This is an optimization exercise on Yosys and OpenROAD, whose aim is small area, not a production implementation.
At most, simulation tests tie the RTL to the original design; equivalence was not proved.
The RTL of run 6 was laid out without a check of its function.
Power is estimated from default activity; no workload was simulated.

## design/flow/design.v

```verilog
module rgb2aled_core (
    input  wire       clk,
    input  wire       rst,
    input  wire       din,
    output reg        dout,
    output wire [7:0] pwm0,
    output wire [7:0] pwm1,
    output wire [7:0] pwm2,
    output wire [7:0] pwm3,
    output wire [7:0] pwm4,
    output wire [7:0] pwm5
);
    reg         in_cap, in_rel, cm, ncm;
    reg  [3:0]  t;
    localparam [3:0] T_S8  = 4'b0100;
    localparam [3:0] T_S12 = 4'b1011;
    localparam [3:0] T_S13 = 4'b1000;
    reg  [9:0]  idle;
    localparam [9:0] IDLE_S999 = 10'b0001111111;
    reg  [12:0] bcnt;
    reg  [47:0] cap;    
    reg  [47:0] pwm;
    assign pwm0 = pwm[47:40];
    assign pwm1 = pwm[39:32];
    assign pwm2 = pwm[31:24];
    assign pwm3 = pwm[23:16];
    assign pwm4 = pwm[15:8];
    assign pwm5 = pwm[7:0];
    wire [9:0]  idle_step = {~idle[8:0], idle[2] ^ idle[9]};
    wire [12:0] bcnt_step = {~bcnt[11:0], bcnt[8] ^ bcnt[12]};
    wire [3:0]  t_step    = {~t[2:0], t[0] ^ t[3]};
    wire idle_sat   = (idle == IDLE_S999);
    wire reset_seen = !din && idle_sat;
    wire in_wr    = !in_cap && !in_rel && !cm;
    wire t_idle   = (t == 4'd0);
    wire sample   = in_cap && (t == T_S12);
    wire wait_low = in_cap ? (t == T_S13) : (t == T_S8);
    wire cap_done = bcnt[12] && !bcnt[11];
    wire rel_last = ({bcnt[11:9], bcnt[7:0]} == 11'b010_11010100);
    wire bit_end  = wait_low && !din;             
    wire end_bit  = in_rel && bit_end;            
    wire cap_clr  = reset_seen && (in_wr || (in_cap && t_idle));
    wire to_rel   = in_cap && bit_end && cap_done;
    wire to_cm    = in_rel && (t_idle ? reset_seen : (bit_end && rel_last));
    always @(posedge clk)
        if (rst || din)
            idle <= 10'd0;
        else if (!idle_sat)
            idle <= idle_step;
    always @(posedge clk)
        if (sample)
            cap <= {cap[46:0], ~din};
    always @(posedge clk)
        if (cap_clr)
            bcnt <= 13'd0;
        else if (sample || end_bit)
            bcnt <= bcnt_step;
    always @(posedge clk)
        pwm <= (cap & {48{cm}}) | (pwm & {48{ncm}}) | {48{rst}};
    always @(posedge clk) begin
        in_cap <= !rst && ((in_wr && reset_seen) || (in_cap && !to_rel));
        in_rel <= !rst && (to_rel || (in_rel && !to_cm));
        cm     <= !rst && to_cm;
        ncm    <= rst || !to_cm;
    end
    always @(posedge clk) begin
        if (rst)
            dout <= 1'b0;
        else if (in_rel && t_idle && din)
            dout <= 1'b1;
        else if (end_bit)
            dout <= 1'b0;
    end
    always @(posedge clk) begin
        if (!(in_cap || in_rel))
            t <= 4'd0;
        else if (t_idle) begin
            if (din) t <= t_step;
        end else if (wait_low) begin
            if (!din) t <= 4'd0;
        end else
            t <= t_step;
    end
endmodule
```

## design/flow/flow/run.sh

```bash
#!/bin/bash
# Own layout flow: the standard flow (standard.sh) with three changes:
#  - synthesis maps the logic with an area-oriented ABC script (area.abc);
#    everything else in synthesis is the standard flow's own script (synth_recipe.tcl),
#    so the registers are the standard synthesis's;
#  - the ports are buffered with sky130_fd_sc_hd__buf_1;
#  - clock tree: clkbuf_8 root, clkbuf_4 leaves, no dummy loads.
# Each tool's output goes to a log file in this folder.
set -euo pipefail
HERE=$(pwd)
FLOWDIR=$HERE/flow
export MY_ABC_SCRIPT=$FLOWDIR/area.abc
export BUFFER_PORTS_ARGS="-buffer_cell sky130_fd_sc_hd__buf_1"
export CTS_ARGS="-sink_clustering_enable -repair_clock_nets -dont_use_dummy_load -root_buf sky130_fd_sc_hd__clkbuf_8 -buf_list sky130_fd_sc_hd__clkbuf_4"
sed "s#SYNTH_SCRIPT=[^ ]*#SYNTH_SCRIPT=$FLOWDIR/area_synth.tcl#" standard.sh > my_standard.sh
bash my_standard.sh > flow_make.log 2>&1
```

## design/flow/flow/area.abc

```
strash
dc2
&get -n
&dch -f
&nf -R 1000
&put
```

## design/flow/flow/area_synth.tcl

```tcl
# synth_recipe.tcl with one change: Yosys's abc pass uses the ABC script named
# by MY_ABC_SCRIPT instead of ORFS's speed script.
proc synth {args} { yosys synth -nofsm -noshare {*}$args }
proc abc {args} {
  set i [lsearch $args -script]
  if {$i >= 0} { lset args [expr {$i+1}] $::env(MY_ABC_SCRIPT) }
  yosys abc {*}$args
}
source $::env(SCRIPTS_DIR)/synth.tcl
# left out here: clear keep_hierarchy, flatten, clean up, hide names made inside functions, write 1_2_yosys.v
```

## design/flow/standard.sh

```bash
#!/bin/bash
# synth_recipe.tcl (not shown) runs the flow's synth.tcl, then flattens the netlist and writes it again
# the make line also repeats each setting of config.mk as NAME=value (left out here)
make -C /OpenROAD-flow-scripts/flow DESIGN_CONFIG=/design/flow/config.mk WORK_HOME=/design/flow/orfs CLKGATE_MAP_FILE= SYNTH_SCRIPT=/design/flow/synth_recipe.tcl "${@:-finish}"
```

## design/flow/config.mk

```make
export PLATFORM = sky130hd
export DESIGN_NAME = rgb2aled_core
export DESIGN_NICKNAME = rgb2aled_core
export VERILOG_FILES = /design/flow/design.v
export SDC_FILE = /design/flow/constraint.sdc
export NUM_CORES = 4
export LEC_CHECK = 0
export CAP_MARGIN = 20
export CORE_MARGIN = 2
export CORE_UTILIZATION = 65
export SLEW_MARGIN = 20
```

## design/flow/constraint.sdc

```tcl
create_clock -name core_clock -period 10.0 [get_ports {clk}]
set_input_delay 2.0000 -clock core_clock [delete_from_list [all_inputs] [get_ports {clk}]]
set_output_delay 2.0000 -clock core_clock [all_outputs]
set_load 0.01 [all_outputs]
```

==> metrics.md, run 1 <==
| Metric | Value |
|---|---|
| Outcome | `finished clean` |
| Number of global-route vias before repair | `2295` |
| Top-area cell type share of the netlist area | `0.399` |
| Slew Viols, Final | `0` |
| Share of layout cells above drive strength 1 | `0.0708` |
| Site Rows | `28` |
| HP Class | `flop to flop` |
| Dpl cells | `397` |
| Hold endpoint | `idle[7]$_SDFFE_PP0P_` |
| Cells after Synth | `266` |
| CTS hold repair buffers | `0` |
| Synth Warn # | `1` |
| IO Count | `52` |
| Drt pass-1 iters | `4` |
| Worst Tran Pin Value | `0.700 ns` |
| Routed WL | `6.98 mm` |
| Largest cells by area after synthesis | `dfxtp_1 (40%), edfxtp_1 (36%), a221o_1 (12%), a21oi_1 (2.7%), o21ai_0 (1.9%)` |
| Min Clock Period, post-route | `3.14 ns` |
| Average wire per cell in the routed design | `16.9 um` |
| Placed cell area | `4350 um2` |
| Non-filler cells, final | `414` |
| Largest net degree at the start of global routing | `54` |
| H-tree depth | `4` |
| Sequential share of the synthesized area | `0.758` |
| CTS resizes | `0` |
| CP Launch Type | `input pin` |
| N_diodes | `0` |
| Worst Path Max Fanout | `13` |
| Post-route setup TNS | `0 ns` |
| Avg Inst Size Synth | `15.1 um2` |
| Worst-case clock buffer depth | `2` |
| Reg-to-reg slack, setup | `7.84 ns` |
| Hold path startpoint | `idle[6]$_SDFFE_PP0P_` |
| Fmax | `318 MHz` |
| Post-Place Worst Slack | `6.50 ns` |
| GRT Residual Overflow | `0` |
| RSZ-0062 raised after global routing | `false` |
| R2r startpoint | `in_cap$_DFF_P_` |
| Setup WS post-layout | `6.86 ns` |
| Total GRT Usage | `0.222` |
| DIE AREA | `6820 um2` |
| CTS tree | `yes` |
| Yosys top cell by area | `dfxtp_1` |
| Via count | `2520` |
| Crit. End Element | `flop` |
| CTS root buf | `clkbuf_8` |
| Die width | `82.6 um` |
| Worst skew pair latency | `0.39 ns` |
| Total power | `0.771 mW` |
| Endpoints failing hold | `0` |
| CORE AREA | `5960 um2` |
| FF/Latch Area | `3040 um2` |
| Post-synthesis cell area | `4020 um2` |
| Lkg Pwr | `1.50 nW` |
| Die Height | `82.6 um` |
| Worst path required time | `10.29 ns` |
| Worst EP arrival | `3.43 ns` |
| Top Layer Used | `met4` |
| Met3 wire length | `327 um` |
| Final Util | `0.753` |
| Worst setup path class | `input pin to flop` |
| CTS buffer count | `17` |
| Synth Register Bits | `128` |
| Power per cell area | `172 nW/um2` |
| Multi-input gate area | `973 um2` |
| Reg clk slew, reported paths | `0.07 ns` |
| Final #Nets | `344` |
| Placer Congestion | `0.808` |
| Worst hold slack | `0.411 ns` |
| I/O Buffers | `51` |
| Clock skew | `0.0343 ns` |
| Yosys cell types | `29` |
| Hold path cells | `1` |
| Post-CTS Setup Repair Bufs | `0` |
| DRC | `0` |
| Initial Util | `0.674` |
| Routed Antenna Nets | `0` |
| Wl on met1 | `3.35 mm` |
| Post-DR vias/cell | `6.09` |
| Detail Route met2 WL | `3.26 mm` |
| Hpwl dp | `4.19 mm` |
| Worst R2R Path Depth | `9` |
| Max cap viols | `0` |
| Design area | `4480 um2` |
| Reg-to-reg endpoint | `bcnt[1]$_SDFFE_PP0P_` |
| Final setup viols | `0` |
| Post-synthesis net count | `269` |
| Initial antenna violation count | `0` |
| First-pass GRT wire length | `11.0 mm` |
| Starting DRT DRC Count | `198` |
| Clk sinks | `128` |
| Final worst path period share | `0.314` |
| Relative slew slack | `0.533` |
| FILL cells | `406` |
| Worst vdd ir | `0.118 mV` |
| Area growth syn-to-layout | `11.6%` |
[routing by layer]
metal	track usage	up-vias
met3	0.0685	4
met2	0.322	70
met1	0.311	1221
met4	0.0984	0
li1	-	1225
met5	0	-
[how the worst max path moves through the flow]
stage                     startpoint                     to  depth (start not counted)
final                            din   bcnt[1]$_SDFFE_PP0P_                          7
after global placement           din  bcnt[12]$_SDFFE_PP0P_                          7
after global routing             din   bcnt[4]$_SDFFE_PP0P_                          7
after detailed placement         din   bcnt[1]$_SDFFE_PP0P_                          7
after floorplan                  din  bcnt[10]$_SDFFE_PP0P_                          5
after CTS                        din   bcnt[1]$_SDFFE_PP0P_                          7
[logic make-up (layout without fill, tap and decap cells)]
logic type                count (synthesis)  after routing  share of synthesized area
DFF                                     128            128                      0.758
AOI/OAI and AO/OA                        90             90                      0.177
and+or+nand+nor                          44             44                     0.0592
xor gates and xnor gates                  2              2                    0.00436
buffers and inverters                     2             75                    0.00187
[final cells by class]
| cell class | count | share of cell area |
|---|---|---|
| Sequential cell | 128 | 0.679 |
| Multi-Input combinational cell | 136 | 0.217 |
| Timing Repair Buffer | 56 | 0.0514 |
| Clock buffer | 17 | 0.0299 |
| Tap cell | 75 | 0.0209 |
| Inverter | 2 | 0.00168 |
[placed cells by master, fill, tap and decap left out, types with 3 or more instances in the layout]
cell type	Yosys	layout
o21ai_0	15	14
nand2_1	9	9
nor3_1	3	3
a221o_1	48	48
a21oi_1	22	22
dfxtp_1	80	80
nor4b_1	3	3
nor2_1	14	13
buf_1	0	50
buf_4	0	5
edfxtp_1	48	48
clkbuf_4	0	16
[critical path: stages]
cell and delay (ns):
buf_1 0.17, clkinv_1 0.13, nand2_1 0.14, nor2_1 0.06
a21oi_1 0.57, o21ai_0 0.20, a21oi_1 0.16
[where the power goes]
part | switching, mW | leakage [nW] | total [mW] | internal, mW
logic | 0.00582 | 0.336 | 0.00796 | 0.00214
registers | 0.00162 | 1.08 | 0.540 | 0.538
clock network | 0.139 | 0.0808 | 0.223 | 0.0834
[sequential cells by signal, indices dropped and copies added, names as in the netlist]
signal / cells
t: 4
in_rel: 1
cap: 48
ncm: 1
pwm: 48
idle: 10
dout: 1
bcnt: 13
cm: 1
in_cap: 1
[synth_stat cells]
| master | count |
|---|---|
| nor4_1 | 1 |
| and2_0 | 1 |
| xnor2_1 | 2 |
| nor2_1 | 14 |
| and4_1 | 1 |
| a21oi_1 | 22 |
| o21ba_1 | 1 |
| or4_1 | 1 |
| edfxtp_1 | 48 |
| nor4b_1 | 3 |
| o21ai_0 | 15 |
| nand3_1 | 1 |
| or3b_1 | 1 |
| a211oi_1 | 1 |
| and4b_1 | 1 |
| nand2_1 | 9 |
| nand4_1 | 1 |
| nor3b_1 | 2 |
| clkinv_1 | 2 |
| nor2b_1 | 1 |
| nor3_1 | 3 |
| dfxtp_1 | 80 |
| a221o_1 | 48 |
| a41oi_1 | 1 |
| nand2b_1 | 1 |
| o211a_1 | 1 |
| or2_0 | 1 |
| a32oi_1 | 1 |
| nand4b_1 | 2 |
==> inputs of run 2 (changes only) <==
==> design/flow/flow/area.abc (replaced) <==
strash
&get -n
&deepsyn -T 20
&put
&get -n
&dch -f
&nf -R 1000
&put
--- a/design/flow/config.mk
+++ b/design/flow/config.mk
@@ -9,3 +9,4 @@
 export CORE_MARGIN = 2
-export CORE_UTILIZATION = 65
+export CORE_UTILIZATION = 85
+export PLACE_DENSITY = 0.9
 export SLEW_MARGIN = 20
==> metrics.md, run 2 <==
| Metric | Value |
|---|---|
| Placer Congestion | `0.830 (+2.7%)` |
| Post-synthesis net count | `265 (-1.5%)` |
| H-tree depth | `4 (unchanged)` |
| Outcome | `did not finish` |
| Synth Register Bits | `128 (unchanged)` |
| Clk sinks | `128 (unchanged)` |
| CTS buffer count | `17 (unchanged)` |
| Fraction of registers with async set/reset | `0 (unchanged)` |
| Post-synthesis cell area | `3960 um2 (-1.4%)` |
| Synth Warn # | `1 (unchanged)` |
| Site Rows | `24 (-14%)` |
| Die width | `72.2 um (-13%)` |
| Tool error | `[ERROR DPL-0033] detailed placement checks failed during check placement.` |
| Commonest cells post-synth | `dfxtp_1 (80), a221o_1 (48), edfxtp_1 (48)` |
| CTS resizes | `0 (unchanged)` |
| IO Count | `52 (unchanged)` |
| I/O Buffers | `51 (unchanged)` |
| Post-CTS Setup Repair Bufs | `0 (unchanged)` |
| Hpwl dp | `6.18 mm (+48%)` |
| Dpl cells | `365 (-8.1%)` |
| Count leader, synth | `dfxtp_1` |
| CTS hold repair buffers | `0 (unchanged)` |
| Die Height | `72.2 um (-13%)` |
| CTS root buf | `clkbuf_8` |
| Yosys cell types | `25 (-14%)` |
| Sequential share of the synthesized area | `0.769 (+0.0110)` |
| Cells after Synth | `262 (-1.5%)` |
| Placed cell area | `4220 um2 (-2.9%)` |
| Initial Util | `0.897 (+0.222)` |
| Avg Inst Size Synth | `15.1 um2 (about the same)` |
| Ys flop type | `dfxtp_1` |
| Largest cells by area after synthesis | `dfxtp_1 (40%), edfxtp_1 (36%), a221o_1 (12%), o21ai_0 (1.8%), nand2_1 (1.4%)` |
| Worst-case clock buffer depth | `2 (unchanged)` |
| Number of enable flip-flop cells after synthesis | `48 (unchanged)` |
| Failing step | `clock tree synthesis` |
| Yosys top cell by area | `dfxtp_1` |
| Top-area cell type share of the netlist area | `0.405 (+0.00580)` |
[run 2: changes by cell type after synthesis, sizes merged, moves of 2 or more]
cell | previous run | this run
nor4b | 3 | 0
nand2b | 1 | 3
nand2 | 9 | 15
nor4 | 1 | 4
nor3 | 3 | 5
clkinv | 2 | 4
a21oi | 22 | 10
nand3b | 0 | 2
[run 2: how the worst min path moves through the flow]
stage                               from              endpoint
floorplan           idle[7]$_SDFFE_PP0P_  idle[8]$_SDFFE_PP0P_
global placement    idle[7]$_SDFFE_PP0P_  idle[8]$_SDFFE_PP0P_
detailed placement  idle[1]$_SDFFE_PP0P_  idle[2]$_SDFFE_PP0P_
[run 2: power groups by stage]
| stage | combinational, mW | clock (mW) | sequential (mW) |
|---|---|---|---|
| floorplan | 0.00252 | 0 | 0.551 |
| global placement | 0.00657 | 0 | 0.551 |
| detailed placement | 0.00692 | 0 | 0.552 |
[run 2: kinds of logic after synthesis]
logic type | count (synthesis) | share of synthesized area
buffers and inverters | 4 | 0.00379
DFF | 128 | 0.769
xor gates and xnor gates | 2 | 0.00443
AOI/OAI and AO/OA | 75 | 0.158
and+or+nand+nor | 53 | 0.0651
[run 2: stage by stage]
stage	utilization	worst slack [ns]
2_1_floorplan	-	6.60
3_3_place_gp	0.956	6.17
3_5_place_dp	0.956	5.89
==> inputs of run 3 (changes only) <==
--- a/design/flow/config.mk
+++ b/design/flow/config.mk
@@ -9,4 +9,3 @@
 export CORE_MARGIN = 2
-export CORE_UTILIZATION = 85
-export PLACE_DENSITY = 0.9
+export CORE_UTILIZATION = 75
 export SLEW_MARGIN = 20
==> metrics.md, run 3 <==
| Metric | Value |
|---|---|
| Most frequent cells in the layout | `dfxtp_1 (78), buf_1 (50), a221o_1 (48), edfxtp_1 (48), clkbuf_4 (16)` |
| Die Height | `76.7 um (+6.1%)` |
| CP Launch Type | `input pin` |
| Initial antenna violation count | `0` |
| IO Count | `52 (unchanged)` |
| Worst skew pair latency | `0.39 ns` |
| Worst path required time | `10.31 ns` |
| Top-area cell type share of the netlist area | `0.405 (unchanged)` |
| Yosys cell types | `25 (unchanged)` |
| Clock skew | `0.0205 ns` |
| Synth Warn # | `1 (unchanged)` |
| RSZ-0062 raised after global routing | `false` |
| Count leader, synth | `dfxtp_1` |
| Initial Util | `0.775 (-0.122)` |
| Reg-to-reg slack, setup | `7.40 ns` |
| Worst-case clock buffer depth | `2 (unchanged)` |
| Crit. End Element | `flop` |
| Slew Viols, Final | `0` |
| Reg clk slew, reported paths | `0.09 ns` |
| FILL cells | `273` |
| Routed Antenna Nets | `0` |
| Commonest cells post-synth | `dfxtp_1 (80), a221o_1 (48), edfxtp_1 (48)` |
| FF/Latch Area | `3050 um2` |
| CTS resizes | `0 (unchanged)` |
| Post-synthesis net count | `265 (unchanged)` |
| Fmax | `273 MHz` |
| Worst Path Max Fanout | `14` |
| Number of global-route vias before repair | `2408` |
| CTS tree | `yes` |
| R2r startpoint | `in_cap$_DFF_P_` |
| Outcome | `finished clean` |
| Area growth syn-to-layout | `10.9%` |
| Fraction of registers with async set/reset | `0 (unchanged)` |
| DIE AREA | `5880 um2` |
| First-pass GRT wire length | `12.1 mm` |
| Largest net degree at the start of global routing | `54` |
| Multi-input gate area | `902 um2` |
| Worst EP arrival | `3.96 ns` |
| N_diodes | `0` |
| CTS hold repair buffers | `0 (unchanged)` |
| Reg-to-reg endpoint | `bcnt[2]$_SDFFE_PP0P_` |
| Cells after Synth | `262 (unchanged)` |
| CTS buffer count | `17 (unchanged)` |
| Worst setup path class | `input pin to flop` |
| Drt pass-1 iters | `4` |
| Clk sinks | `128 (unchanged)` |
| Final worst path period share | `0.366` |
| Min Clock Period, post-route | `3.66 ns` |
| HP Class | `flop to flop` |
| Average wire per cell in the routed design | `18.4 um` |
| DRC | `0` |
| Routed WL | `7.38 mm` |
| Avg Inst Size Synth | `15.1 um2 (unchanged)` |
| Post-route setup TNS | `0 ns` |
| Via count | `2574` |
| Post-DR vias/cell | `6.40` |
| Worst R2R Path Depth | `7` |
| Hold path cells | `1` |
| Lkg Pwr | `1.45 nW` |
| Placed cell area | `4260 um2 (+0.89%)` |
| Largest cells by area after synthesis | `dfxtp_1 (40%), edfxtp_1 (36%), a221o_1 (12%), o21ai_0 (1.8%), nand2_1 (1.4%)` |
| Yosys top cell by area | `dfxtp_1` |
| Worst vdd ir | `0.124 mV` |
| Post-synthesis cell area | `3960 um2 (unchanged)` |
| Die width | `76.7 um (+6.1%)` |
| Power per cell area | `177 nW/um2` |
| Post-CTS Setup Repair Bufs | `0 (unchanged)` |
| Worst Tran Pin Value | `0.939 ns` |
| H-tree depth | `4 (unchanged)` |
| Site Rows | `26 (+8.3%)` |
| Number of enable flip-flop cells after synthesis | `48 (unchanged)` |
| CTS root buf | `clkbuf_8` |
| Max cap viols | `0` |
| Top Registers | `cap: 48 flops, pwm: 48 flops, bcnt: 13 flops` |
| CORE AREA | `5110 um2` |
| Hpwl dp | `4.46 mm (-28%)` |
| Design area | `4390 um2` |
| I/O Buffers | `51 (unchanged)` |
| Final #Nets | `337` |
| Relative slew slack | `0.374` |
| Hold endpoint | `idle[8]$_SDFFE_PP0P_` |
| Starting DRT DRC Count | `334` |
| GRT Residual Overflow | `0` |
| Final setup viols | `0` |
| Ys flop type | `dfxtp_1` |
| Synth Register Bits | `128 (unchanged)` |
| Endpoints failing hold | `0` |
| Hold path startpoint | `idle[7]$_SDFFE_PP0P_` |
| Sequential share of the synthesized area | `0.769 (unchanged)` |
| Share of layout cells above drive strength 1 | `0.0693` |
| Placer Congestion | `0.791 (-4.7%)` |
| Total GRT Usage | `0.275` |
| Commonest non-fill, non-tap cell in the layout | `dfxtp_1` |
run 3: cell counts after synthesis:
Identical to the previous run, type by type.
run 3: worst max-delay path by stage:
stage                     start              endpoint  slack, ns  cells after the start
after floorplan             din  bcnt[0]$_SDFFE_PP0P_       6.60                      5
after global placement      din  bcnt[2]$_SDFFE_PP0P_       6.16                      6
after detailed placement    din  bcnt[2]$_SDFFE_PP0P_       5.90                      6
after CTS                   din  bcnt[2]$_SDFFE_PP0P_       6.33                      6
after global routing        din  bcnt[8]$_SDFFE_PP0P_       6.09                      6
final                       din  bcnt[2]$_SDFFE_PP0P_       6.34                      6
run 3: through the flow:
step | std cells | power, mW | util | worst slack [ns] | hold slack (ns)
6_report | 402 | 0.777 | 0.860 | 6.34 | 0.421
5_1_grt | 402 | 0.799 | 0.860 | 6.09 | 0.431
4_1_cts | 402 | 0.780 | 0.860 | 6.33 | 0.423
3_5_place_dp | 385 | 0.558 | 0.834 | 5.90 | 0.406
3_3_place_gp | 385 | 0.558 | 0.834 | 6.16 | 0.402
2_1_floorplan | 262 | 0.554 | - | 6.60 | 0.393
run 3: kinds of logic (layout without fill, tap and decap cells):
group / Yosys count / in the layout / synth area share
buf+inv: 4 / 74 / 0.00379
compound gates: 75 / 75 / 0.158
xor+xnor: 2 / 2 / 0.00443
flops: 128 / 128 / 0.769
simple gates: 53 / 53 / 0.0651
run 3: report_power, final:
part	total, mW	switching (mW)	internal, mW
registers	0.539	0.00127	0.538
logic	0.00706	0.00514	0.00191
clock network	0.230	0.147	0.0834
total	0.777	0.153	0.623
run 3: worst max-delay path, stage by stage:
cell,delay (ns)
buf_1,0.17
nor4_1,0.13
a21oi_1,0.68
nor2b_1,0.72
nand2_1,0.14
o21ai_0,0.13
run 3: routing by layer:
layer	vias to the layer above	routed length (um)	track usage
met5	-	0	0
met4	0	113	0.144
met3	14	411	0.0682
met2	105	3640	0.423
met1	1269	3220	0.369
li1	1186	-	-
run 3: layout make-up:
class                           count  share of cell area
Clock buffer                       17              0.0305
Inverter                            4             0.00342
Multi-Input combinational cell    130               0.205
Sequential cell                   128               0.693
Tap cell                           70              0.0199
Timing Repair Buffer               53              0.0473
==> inputs of run 4 (changes only) <==
--- a/design/flow/config.mk
+++ b/design/flow/config.mk
@@ -9,3 +9,3 @@
 export CORE_MARGIN = 2
-export CORE_UTILIZATION = 75
+export CORE_UTILIZATION = 80
 export SLEW_MARGIN = 20
==> metrics.md, run 4 <==
| Metric | Value |
|---|---|
| Worst EP arrival | `3.97 ns (about the same)` |
| FILL cells | `181 (-34%)` |
| Top Registers | `cap: 48 flops, pwm: 48 flops, bcnt: 13 flops` |
| Top-area cell type share of the netlist area | `0.405 (unchanged)` |
| Comb pwr share | `0.009 (about the same)` |
| Initial Util | `0.833 (+0.0575)` |
| CTS tree | `yes` |
| Relative slew slack | `0.250 (-0.124)` |
| Worst Tran Pin Value | `1.13 ns (+0.186 ns)` |
| I/O Buffers | `51 (unchanged)` |
| Routed WL | `7.96 mm (+7.8%)` |
| Area growth syn-to-layout | `10.6%` |
| DRC | `0 (unchanged)` |
| Endpoints failing hold | `0 (unchanged)` |
| Post-Place Worst Slack | `5.96 ns (+0.0585 ns)` |
| Power per cell area | `177 nW/um2 (+0.32%)` |
| CTS resizes | `0 (unchanged)` |
| Die Height | `74.3 um (-3.0%)` |
| Final #Nets | `335 (-0.59%)` |
| Lkg Pwr | `1.43 nW (-0.81%)` |
| Drt pass-1 iters | `5 (+1)` |
| Post-route setup TNS | `0 ns (unchanged)` |
| Synth Register Bits | `128 (unchanged)` |
| Design area | `4380 um2 (-0.34%)` |
| Slew Viols, Final | `0 (unchanged)` |
| Largest cells by area after synthesis | `dfxtp_1 (40%), edfxtp_1 (36%), a221o_1 (12%), o21ai_0 (1.8%), nand2_1 (1.4%)` |
| Number of enable flip-flop cells after synthesis | `48 (unchanged)` |
| Post-synthesis cell area | `3960 um2 (unchanged)` |
| Placed cell area | `4240 um2 (-0.44%)` |
| Reg power frac | `0.695 (about the same)` |
| Yosys cell types | `25 (unchanged)` |
| Worst path required time | `10.29 ns (-0.02 ns)` |
| IO Count | `52 (unchanged)` |
| Clock skew | `0.0188 ns (-0.00178 ns)` |
| N_diodes | `0 (unchanged)` |
| Post-synthesis net count | `265 (unchanged)` |
| Initial antenna violation count | `0 (unchanged)` |
| Pint | `0.623 mW (about the same)` |
| Net Sw Frac | `0.197 (+0.000201)` |
| Commonest cells post-synth | `dfxtp_1 (80), a221o_1 (48), edfxtp_1 (48)` |
| First-pass GRT wire length | `11.9 mm (-1.6%)` |
| GRT Residual Overflow | `0 (unchanged)` |
| Min Clock Period, post-route | `3.68 ns (+0.0209 ns)` |
| CTS hold repair buffers | `0 (unchanged)` |
| Site Rows | `25 (-3.8%)` |
| Worst Path Max Fanout | `14 (unchanged)` |
| HP Class | `flop to flop` |
| Synth Warn # | `1 (unchanged)` |
| Max cap viols | `0 (unchanged)` |
| Commonest non-fill, non-tap cell in the layout | `dfxtp_1` |
| Setup WS post-layout | `6.32 ns (-0.0209 ns)` |
| Worst skew pair latency | `0.39 ns (about the same)` |
| Multi-input gate area | `906 um2 (+0.42%)` |
| Total power | `0.776 mW (about the same)` |
| Count leader, synth | `dfxtp_1` |
| Average wire per cell in the routed design | `20.0 um (+9.1%)` |
| Number of global-route vias before repair | `2451 (+1.8%)` |
| Total GRT Usage | `0.308 (+0.0330)` |
| Avg Inst Size Synth | `15.1 um2 (unchanged)` |
| Post-CTS Setup Repair Bufs | `0 (unchanged)` |
| Die width | `74.3 um (-3.0%)` |
| Hpwl dp | `4.85 mm (+8.8%)` |
| Ys flop type | `dfxtp_1` |
| DIE AREA | `5530 um2 (-5.9%)` |
| Starting DRT DRC Count | `345 (+3.3%)` |
| Reg clk slew, reported paths | `0.09 ns (about the same)` |
| Share of layout cells above drive strength 1 | `0.0636 (-0.00564)` |
| Worst-case clock buffer depth | `2 (unchanged)` |
| Worst hold slack | `0.421 ns (+0.0000910 ns)` |
| CORE AREA | `4750 um2 (-6.9%)` |
| Routed Antenna Nets | `0 (unchanged)` |
| Fraction of registers with async set/reset | `0 (unchanged)` |
| Outcome | `finished clean` |
| CTS buffer count | `17 (unchanged)` |
| Crit. End Element | `flop` |
| Via count | `2610 (+1.4%)` |
| Switch Pwr | `0.153 mW (about the same)` |
| Cells after Synth | `262 (unchanged)` |
| Placer Congestion | `0.795 (+0.51%)` |
| Worst setup path class | `input pin to flop` |
| Dpl cells | `380 (-1.3%)` |
| Most frequent cells in the layout | `dfxtp_1 (78), buf_1 (50), a221o_1 (48), edfxtp_1 (48), clkbuf_4 (16)` |
| Sequential share of the synthesized area | `0.769 (unchanged)` |
| Clk sinks | `128 (unchanged)` |
| CTS root buf | `clkbuf_8` |
| Final setup viols | `0 (unchanged)` |
| Final Util | `0.921 (+0.0607)` |
| Fmax | `272 MHz (-0.57%)` |
| Worst vdd ir | `0.174 mV (+40%)` |
| Yosys top cell by area | `dfxtp_1` |
| RSZ-0062 raised after global routing | `false` |
| Post-DR vias/cell | `6.57 (+2.7%)` |
| Non-filler cells, final | `397 (-1.2%)` |
| CP Launch Type | `input pin` |
| H-tree depth | `4 (unchanged)` |
| FF/Latch Area | `3050 um2 (unchanged)` |
| Clock Power Share | `0.296 (about the same)` |
| Largest net degree at the start of global routing | `54 (unchanged)` |
| Final worst path period share | `0.368 (+0.00209)` |
run 4: cell counts after synthesis:
No cell type changed its count.
run 4: cells by family (layout without fill, tap and decap cells):
group / Yosys count / in the layout / share of synthesized area
AOI/OAI and AO/OA: 75 / 75 / 0.158
DFF: 128 / 128 / 0.769
xor gates and xnor gates: 2 / 2 / 0.00443
buffers and inverters: 4 / 72 / 0.00379
and+or+nand+nor: 53 / 53 / 0.0651
run 4: final cells by class:
class	instances	share of cell area
clock buffers	17	0.0306
repair buffers	51	0.0440
well taps	67	0.0192
flip-flops and latches	128	0.696
inverters	4	0.00343
multi-input cells	130	0.207
run 4: final timing paths:
check | depth (start not counted) | endpoint | slack [ns] | from
max | 6 | bcnt[10]$_SDFFE_PP0P_ | 6.32 | din
min | 1 | idle[9]$_SDFFE_PP0P_ | 0.42 | idle[8]$_SDFFE_PP0P_
min reg2reg | 1 | idle[9]$_SDFFE_PP0P_ | 0.42 | idle[8]$_SDFFE_PP0P_
max reg2reg | 7 | bcnt[10]$_SDFFE_PP0P_ | 7.28 | in_cap$_DFF_P_
run 4: metal layers:
| metal | vias to the layer above | routed length [um] | global-route usage |
|---|---|---|---|
| met5 | - | 0 | 0 |
| met4 | 0 | 191 | 0.117 |
| met3 | 19 | 533 | 0.130 |
| met2 | 142 | 3930 | 0.468 |
| met1 | 1268 | 3310 | 0.403 |
| li1 | 1181 | - | - |
run 4: worst max-delay path, cell delays in order:
cell     delay, ns
buf_1         0.17
nor4_1        0.13
a21oi_1       0.63
nor2b_1       0.74
nand2_1       0.17
o21ai_0       0.13
run 4: power by group through the flow:
| stage | logic, mW | registers, mW | clock network (mW) |
|---|---|---|---|
| after CTS | 0.00693 | 0.539 | 0.233 |
| after floorplan | 0.00252 | 0.551 | 0 |
| after detailed placement | 0.00691 | 0.552 | 0 |
| after global placement | 0.00670 | 0.551 | 0 |
| final | 0.00704 | 0.540 | 0.230 |
| after global routing | 0.00747 | 0.540 | 0.253 |
==> inputs of run 5 (changes only) <==
--- a/design/flow/flow/run.sh
+++ b/design/flow/flow/run.sh
@@ -6,3 +6,3 @@
 #  - the ports are buffered with sky130_fd_sc_hd__buf_1;
-#  - clock tree: clkbuf_8 root, clkbuf_4 leaves, no dummy loads.
+#  - clock tree: clkbuf_2 root, clkbuf_4 leaves, no dummy loads.
 # Each tool's output goes to a log file in this folder.
@@ -13,3 +13,3 @@
 export BUFFER_PORTS_ARGS="-buffer_cell sky130_fd_sc_hd__buf_1"
-export CTS_ARGS="-sink_clustering_enable -repair_clock_nets -dont_use_dummy_load -root_buf sky130_fd_sc_hd__clkbuf_8 -buf_list sky130_fd_sc_hd__clkbuf_4"
+export CTS_ARGS="-sink_clustering_enable -repair_clock_nets -dont_use_dummy_load -root_buf sky130_fd_sc_hd__clkbuf_2 -buf_list sky130_fd_sc_hd__clkbuf_4"
 sed "s#SYNTH_SCRIPT=[^ ]*#SYNTH_SCRIPT=$FLOWDIR/area_synth.tcl#" standard.sh > my_standard.sh
==> metrics.md, run 5 <==
| Metric | Value |
|---|---|
| Final #Nets | `335 (unchanged)` |
| Post-synthesis cell area | `3960 um2 (unchanged)` |
| Synth Warn # | `1 (unchanged)` |
| Worst Path Max Fanout | `14 (unchanged)` |
| Clock skew | `0.0200 ns (+0.00123 ns)` |
| Largest cells by area after synthesis | `dfxtp_1 (40%), edfxtp_1 (36%), a221o_1 (12%), o21ai_0 (1.8%), nand2_1 (1.4%)` |
| Pint | `0.615 mW (-1.3%)` |
| Worst path required time | `10.52 ns (+0.23 ns)` |
| CTS resizes | `0 (unchanged)` |
| Routed WL | `7.95 mm (-0.14%)` |
| Power per cell area | `176 nW/um2 (-1.0%)` |
| CP Launch Type | `input pin` |
| Endpoints failing hold | `0 (unchanged)` |
| Total GRT Usage | `0.307 (-0.000769)` |
| Slew Viols, Final | `0 (unchanged)` |
| Placer Congestion | `0.795 (unchanged)` |
| Clock Power Share | `0.288 (-0.008)` |
| Starting DRT DRC Count | `328 (-4.9%)` |
| Comb pwr share | `0.009 (about the same)` |
| Fmax | `290 MHz (+6.6%)` |
| CP max stage delay | `0.74 ns (about the same)` |
| Via count | `2613 (+0.11%)` |
| Switch Pwr | `0.152 mW (-0.61%)` |
| Sequential share of the synthesized area | `0.769 (unchanged)` |
| H-tree depth | `4 (unchanged)` |
| Worst-case clock buffer depth | `2 (unchanged)` |
| Yosys cell types | `25 (unchanged)` |
| CP Cell Sequence | `buf_1 > nor4_1 > a21oi_1 > nor2b_1 > nand2_1 > o21ai_0` |
| Initial antenna violation count | `0 (unchanged)` |
| CTS tree | `yes` |
| Outcome | `finished clean` |
| CORE AREA | `4750 um2 (unchanged)` |
| Site Rows | `25 (unchanged)` |
| Reg power frac | `0.703 (+0.008)` |
| DRC | `0 (unchanged)` |
| Crit. End Element | `flop` |
| Hpwl dp | `4.85 mm (unchanged)` |
| Number of global-route vias before repair | `2448 (-0.12%)` |
| Fraction of registers with async set/reset | `0 (unchanged)` |
| Yosys top cell by area | `dfxtp_1` |
| Clk sinks | `128 (unchanged)` |
| Largest net degree at the start of global routing | `54 (unchanged)` |
| IO Count | `52 (unchanged)` |
| Post-DR vias/cell | `6.58 (+0.11%)` |
| CTS root buf | `clkbuf_2` |
| Count leader, synth | `dfxtp_1` |
| Worst vdd ir | `0.174 mV (-0.15%)` |
| RSZ-0062 raised after global routing | `false` |
| Drt pass-1 iters | `5 (unchanged)` |
| Final worst path period share | `0.345 (-0.0229)` |
| HP Class | `flop to flop` |
| Top-area cell type share of the netlist area | `0.405 (unchanged)` |
| Top Registers | `cap: 48 flops, pwm: 48 flops, bcnt: 13 flops` |
| Routed Antenna Nets | `0 (unchanged)` |
| Lkg Pwr | `1.43 nW (-0.21%)` |
| Net Sw Frac | `0.199 (+0.00118)` |
| Average wire per cell in the routed design | `20.0 um (-0.14%)` |
| Reg clk slew, reported paths | `0.10 ns (about the same)` |
| Min Clock Period, post-route | `3.45 ns (-0.229 ns)` |
| Avg Inst Size Synth | `15.1 um2 (unchanged)` |
| Commonest non-fill, non-tap cell in the layout | `dfxtp_1` |
| Worst EP arrival | `3.97 ns (about the same)` |
| CTS buffer count | `17 (unchanged)` |
| Post-Place Worst Slack | `5.96 ns (unchanged)` |
| Final setup viols | `0 (unchanged)` |
| Ys flop type | `dfxtp_1` |
| Commonest cells post-synth | `dfxtp_1 (80), a221o_1 (48), edfxtp_1 (48)` |
| Grt met2 use | `0.465 (-0.00298)` |
| Initial Util | `0.833 (unchanged)` |
| N_diodes | `0 (unchanged)` |
| Setup WS post-layout | `6.55 ns (+0.229 ns)` |
| Relative slew slack | `0.271 (+0.0216)` |
| Grt met1 use | `0.401 (-0.00269)` |
| Area growth syn-to-layout | `10.3%` |
| Number of enable flip-flop cells after synthesis | `48 (unchanged)` |
| First-pass GRT wire length | `11.9 mm (about the same)` |
| GRT busiest layer | `met2` |
| Die width | `74.3 um (unchanged)` |
| Post-synthesis net count | `265 (unchanged)` |
| CTS hold repair buffers | `0 (unchanged)` |
| Synth Register Bits | `128 (unchanged)` |
| GRT Residual Overflow | `0 (unchanged)` |
| Max cap viols | `0 (unchanged)` |
| Post-route setup TNS | `0 ns (unchanged)` |
| Cells after Synth | `262 (unchanged)` |
| DIE AREA | `5530 um2 (unchanged)` |
| Most frequent cells in the layout | `dfxtp_1 (78), buf_1 (50), a221o_1 (48), edfxtp_1 (48), clkbuf_4 (16)` |
| I/O Buffers | `51 (unchanged)` |
| GRT met3 Usage | `0.130 (unchanged)` |
| Die Height | `74.3 um (unchanged)` |
| Critical-path top delay cell | `nor2b_1` |
| Post-CTS Setup Repair Bufs | `0 (unchanged)` |
| Worst Tran Pin Value | `1.09 ns (-0.0324 ns)` |
| Share of layout cells above drive strength 1 | `0.0636 (unchanged)` |
| Worst skew pair latency | `0.62 ns (+0.23 ns)` |
| Worst setup path class | `input pin to flop` |
==> run 5: cell count changes in the layout (fill, tap and decap cells not counted) <==
cell | before | now
clkbuf_2 | 1 | 2
clkbuf_8 | 1 | 0
==> run 5: power groups by stage <==
stage	Combinational, mW	Clock [mW]	Sequential [mW]
4_1_cts	0.00693	0.225	0.540
3_3_place_gp	0.00670	0	0.551
2_1_floorplan	0.00252	0	0.551
3_5_place_dp	0.00691	0	0.552
5_1_grt	0.00747	0.243	0.540
6_report	0.00695	0.221	0.540
==> run 5: metal layers <==
metal  part of all wire  vias up
met3              0.064       23
met5                  0        -
met1               0.41     1275
li1                   -     1184
met2               0.50      131
met4              0.027        0
==> run 5: cells by family (layout without fill, tap and decap cells) <==
logic type	Yosys count	in the layout	share of synthesized area
DFF	128	128	0.769
xor gates and xnor gates	2	2	0.00443
buffers and inverters	4	72	0.00379
AOI/OAI and AO/OA	75	75	0.158
and+or+nand+nor	53	53	0.0651
==> run 5: cell type report <==
| cell class | count | area (um2) |
|---|---|---|
| Sequential cell | 128 | 3050 |
| Multi-Input combinational cell | 130 | 906 |
| Fill cell | 187 | 387 |
| Timing Repair Buffer | 51 | 193 |
| Clock buffer | 17 | 125 |
| Tap cell | 67 | 83.8 |
| Inverter | 4 | 15.0 |
==> run 5: final timing paths <==
check,from,to,slack (ns),depth (start not counted)
worst max register to register,in_cap$_DFF_P_,bcnt[10]$_SDFFE_PP0P_,7.27,7
worst min-delay path,idle[8]$_SDFFE_PP0P_,idle[9]$_SDFFE_PP0P_,0.42,1
worst min register to register,idle[8]$_SDFFE_PP0P_,idle[9]$_SDFFE_PP0P_,0.42,1
worst max-delay path,din,bcnt[10]$_SDFFE_PP0P_,6.55,6
==> run 5: worst max-delay path, delay by kind of cell <==
| family | cells | cell delay (ns) |
|---|---|---|
| simple gates | 3 | 1.05 |
| compound gates | 2 | 0.76 |
| buf+inv | 1 | 0.17 |
==> run 5: metrics by stage <==
stage | util | instances | hold WS [ns] | instance area (um2) | total power [mW]
after detailed placement | 0.892 | 380 | 0.406 | 4240 | 0.559
after CTS | 0.918 | 397 | 0.421 | 4360 | 0.771
after floorplan | - | 262 | 0.393 | 3960 | 0.554
after global routing | 0.919 | 397 | 0.443 | 4370 | 0.791
after global placement | 0.892 | 380 | 0.401 | 4240 | 0.558
final | 0.919 | 397 | 0.422 | 4370 | 0.767
==> inputs of run 6 (changes only) <==
--- a/design/flow/design.v
+++ b/design/flow/design.v
@@ -15,2 +15,3 @@
     localparam [3:0] T_S8  = 4'b0100;
+    localparam [3:0] T_S11 = 4'b1010;
     localparam [3:0] T_S12 = 4'b1011;
@@ -35,3 +36,3 @@
     wire t_idle   = (t == 4'd0);
-    wire sample   = in_cap && (t == T_S12);
+    wire sample   = smp;
     wire wait_low = in_cap ? (t == T_S13) : (t == T_S8);
@@ -49,5 +50,10 @@
             idle <= idle_step;
+    reg smp, nsmp;
+    wire smp_next = !rst && in_cap && (t == T_S11);
+    always @(posedge clk) begin
+        smp  <= smp_next;
+        nsmp <= !smp_next;
+    end
     always @(posedge clk)
-        if (sample)
-            cap <= {cap[46:0], ~din};
+        cap <= ({cap[46:0], ~din} & {48{smp}}) | (cap & {48{nsmp}});
     always @(posedge clk)
==> metrics.md, run 6 <==
| Metric | Value |
|---|---|
| Crit path buffers/inverters | `1 (unchanged)` |
| Final worst path period share | `0.320 (-0.0249)` |
| Yosys cell types | `26 (+4.0%)` |
| Via count | `3170 (+21%)` |
| Endpoints failing hold | `0 (unchanged)` |
| Clk sinks | `130 (+1.6%)` |
| First-pass GRT wire length | `14.3 mm (+20%)` |
| CTS tree | `yes` |
| Crit. End Element | `output port` |
| Slew Viols, Final | `0 (unchanged)` |
| Synth Warn # | `1 (unchanged)` |
| Fmax | `312 MHz (+7.8%)` |
| CTS hold repair buffers | `0 (unchanged)` |
| Share of layout cells above drive strength 1 | `0.0622 (-0.00146)` |
| HP Class | `flop to flop` |
| N_diodes | `0 (unchanged)` |
| Most frequent cells in the layout | `dfxtp_1 (127), buf_1 (50), a221o_1 (48)` |
| Reg clk slew, reported paths | `0.11 ns (about the same)` |
| Design area | `4370 um2 (+0.11%)` |
| Die Height | `74.2 um (-0.13%)` |
| Worst path required time | `8.00 ns (-2.52 ns)` |
| Total GRT Usage | `0.353 (+0.0453)` |
| Worst setup path class | `flop to output port` |
| I/O Buffers | `51 (unchanged)` |
| Cells after Synth | `316 (+21%)` |
| Worst vdd ir | `0.164 mV (-5.9%)` |
| Total power | `0.769 mW (+0.24%)` |
| Post-route setup TNS | `0 ns (unchanged)` |
| Setup WS post-layout | `6.80 ns (+0.249 ns)` |
| Area growth syn-to-layout | `10.8%` |
| Number of global-route vias before repair | `2917 (+19%)` |
| GRT Residual Overflow | `0 (unchanged)` |
| Average wire per cell in the routed design | `20.0 um (about the same)` |
| CORE AREA | `4750 um2 (unchanged)` |
| Post-synthesis cell area | `3950 um2 (-0.28%)` |
| Routed Antenna Nets | `0 (unchanged)` |
| Yosys top cell by area | `dfxtp_1` |
| CTS resizes | `0 (unchanged)` |
| Critical-path top delay cell | `dfxtp_1` |
| Hpwl dp | `5.27 mm (+8.5%)` |
| CTS root buf | `clkbuf_2` |
| Final setup viols | `0 (unchanged)` |
| CP top delay family | `flip-flops` |
| Dpl cells | `436 (+15%)` |
| Min Clock Period, post-route | `3.20 ns (-0.249 ns)` |
| Relative slew slack | `0.371 (+0.0993)` |
| Site Rows | `25 (unchanged)` |
| Post-Place Worst Slack | `6.18 ns (+0.218 ns)` |
| Worst EP arrival | `1.20 ns (-2.77 ns)` |
| Non-filler cells, final | `453 (+14%)` |
| DIE AREA | `5510 um2 (-0.27%)` |
| FILL cells | `190 (+1.6%)` |
| Initial Util | `0.830 (-0.00237)` |
| Reg-to-reg slack, setup | `7.52 ns (+0.25 ns)` |
| Max cap viols | `0 (unchanged)` |
| RSZ-0062 raised after global routing | `false` |
| Initial antenna violation count | `0 (unchanged)` |
| Post-CTS Setup Repair Bufs | `0 (unchanged)` |
| CP Launch Type | `flop` |
| Final #Nets | `391 (+17%)` |
| Power per cell area | `176 nW/um2 (+0.12%)` |
| Post-DR vias/cell | `7.00 (+6.3%)` |
| Synth Register Bits | `130 (+1.6%)` |
| Top-area cell type share of the netlist area | `0.659 (+0.255)` |
| Worst-case clock buffer depth | `2 (unchanged)` |
| Largest cells by area after synthesis | `dfxtp_1 (66%), a221o_1 (12%), a22o_1 (10%), nand2_1 (2.1%), o21ai_0 (1.9%)` |
| CTS buffer count | `17 (unchanged)` |
| Reg-to-reg endpoint | `bcnt[9]$_SDFFE_PP0P_` |
| R2r startpoint | `idle[9]$_SDFFE_PP0P_` |
| Number of enable flip-flop cells after synthesis | `0 (-100%)` |
| Final Util | `0.920 (+0.00105)` |
| Worst R2R Path Depth | `7 (unchanged)` |
| Avg Inst Size Synth | `12.5 um2 (-17%)` |
| Ys flop type | `dfxtp_1` |
| CP Cell Sequence | `buf_1` |
| Post-synthesis net count | `319 (+20%)` |
| Sequential share of the synthesized area | `0.659 (-0.109)` |
| Count leader, synth | `dfxtp_1` |
| Clock skew | `0.0359 ns (+0.0159 ns)` |
| Largest net degree at the start of global routing | `55 (+1.9%)` |
| Fraction of registers with async set/reset | `0 (unchanged)` |
| H-tree depth | `4 (unchanged)` |
| Worst Tran Pin Value | `0.944 ns (-0.149 ns)` |
| Worst hold slack | `0.445 ns (+0.0235 ns)` |
| CP max stage delay | `0.38 ns (-0.36 ns)` |
| Outcome | `finished clean` |
| Lkg Pwr | `1.61 nW (+13%)` |
| Drt pass-1 iters | `5 (unchanged)` |
| Top Registers | `cap: 48 flops, pwm: 48 flops, bcnt: 13 flops` |
| Routed WL | `9.07 mm (+14%)` |
| Hold path cells | `1 (unchanged)` |
| Die width | `74.2 um (-0.13%)` |
| DRC | `0 (unchanged)` |
| Starting DRT DRC Count | `373 (+14%)` |
| Worst Path Max Fanout | `2 (-12)` |
| Hold path startpoint | `idle[8]$_SDFFE_PP0P_` |
| IO Count | `52 (unchanged)` |
| Commonest non-fill, non-tap cell in the layout | `dfxtp_1` |
| Worst skew pair latency | `0.64 ns (+0.02 ns)` |
| Placer Congestion | `0.877 (+10%)` |
| Commonest cells post-synth | `dfxtp_1 (130), a221o_1 (48), a22o_1 (47)` |
| Hold endpoint | `idle[9]$_SDFFE_PP0P_` |
| Placed cell area | `4240 um2 (about the same)` |
run 6: changes by cell type after synthesis, moves of 2 or more:
cell      previous run  this run
dfxtp_1             80       130
edfxtp_1            48         0
a22o_1               0        47
nand2_1             15        22
nor3_1               5         3
nor4_1               4         2
run 6: how the worst max path moves through the flow:
stage              startpoint                   end  cells after the start  slack (ns)
3_5_place_dp              din  bcnt[0]$_SDFFE_PP0P_                      6        6.18
5_1_grt        pwm[3]$_DFF_P_               pwm5[3]                      1        6.71
2_1_floorplan             din  bcnt[0]$_SDFFE_PP0P_                      4        6.68
6_report       pwm[3]$_DFF_P_               pwm5[3]                      1        6.80
4_1_cts                   din  bcnt[6]$_SDFFE_PP0P_                      6        6.72
3_3_place_gp              din  bcnt[0]$_SDFFE_PP0P_                      5        6.32
run 6: routing by layer:
layer / vias up / GRT usage / wire length (um)
met4: 0 / 0.175 / 316
met2: 194 / 0.564 / 4470
li1: 1399 / - / -
met1: 1541 / 0.424 / 3560
met3: 36 / 0.127 / 729
met5: - / 0 / 0
run 6: cells by family (layout without fill, tap and decap cells):
group,count (synthesis),after routing,synth area share
xor gates and xnor gates,1,1,0.00222
DFF,130,130,0.659
buffers and inverters,5,75,0.00475
and+or+nand+nor,54,54,0.0640
AOI/OAI and AO/OA,126,126,0.270
run 6: final cells by class:
| type | count | area, um2 | share of cell area |
|---|---|---|---|
| sequential | 130 | 2610 | 0.596 |
| multi-input combinational | 181 | 1330 | 0.304 |
| clock buffer | 17 | 125 | 0.0286 |
| tap | 67 | 83.8 | 0.0192 |
| timing repair buffer | 53 | 208 | 0.0475 |
| inverter | 5 | 18.8 | 0.00429 |
run 6: power breakdown:
| group | internal, mW | total (mW) | switching (mW) |
|---|---|---|---|
| logic | 0.00398 | 0.0117 | 0.00777 |
| clock network | 0.0750 | 0.227 | 0.152 |
| registers | 0.524 | 0.530 | 0.00541 |
| total | 0.603 | 0.769 | 0.166 |

==> port drivers added, routing unchanged <==
The results above use ideal ports. As a check the final layouts listed here were re-extracted and re-timed, cells and wires unchanged. Step 1, drivers: a clkbuf_16 drives clk and a buf_2 each remaining input, both assumed. Step 2 times the ports against the registers' clock, not the clock port: input delays grow and output delays shrink by t, the midpoint of the rising clock arrivals with the driver on. a / b / c = ideal / step 1 / step 2; a / b = the first two.
run | shift t [ns] | setup slack, ns | hold slack, ns | worst slew at a driven data input, ns
run 1 | 0.400 | 6.860 / 6.868 / 6.467 | 0.411 / 0.411 / 0.411 | 0.03
run 3 | 0.412 | 6.341 / 6.350 / 5.938 | 0.421 / 0.421 / 0.421 | 0.03
run 4 | 0.411 | 6.320 / 6.326 / 5.915 | 0.421 / 0.421 / 0.421 | 0.03
run 5 | 0.637 | 6.549 / 6.554 / 5.917 | 0.422 / 0.422 / 0.422 | 0.03
run 6 | 0.651 | 6.798 / 6.770 / 6.353 | 0.445 / 0.445 / 0.445 | 0.03
After both steps setup and hold are still met in every run listed. For run 5, which loses most, drivers alone change the setup slack by +0.005 ns; drivers and shift together by -0.632 ns.
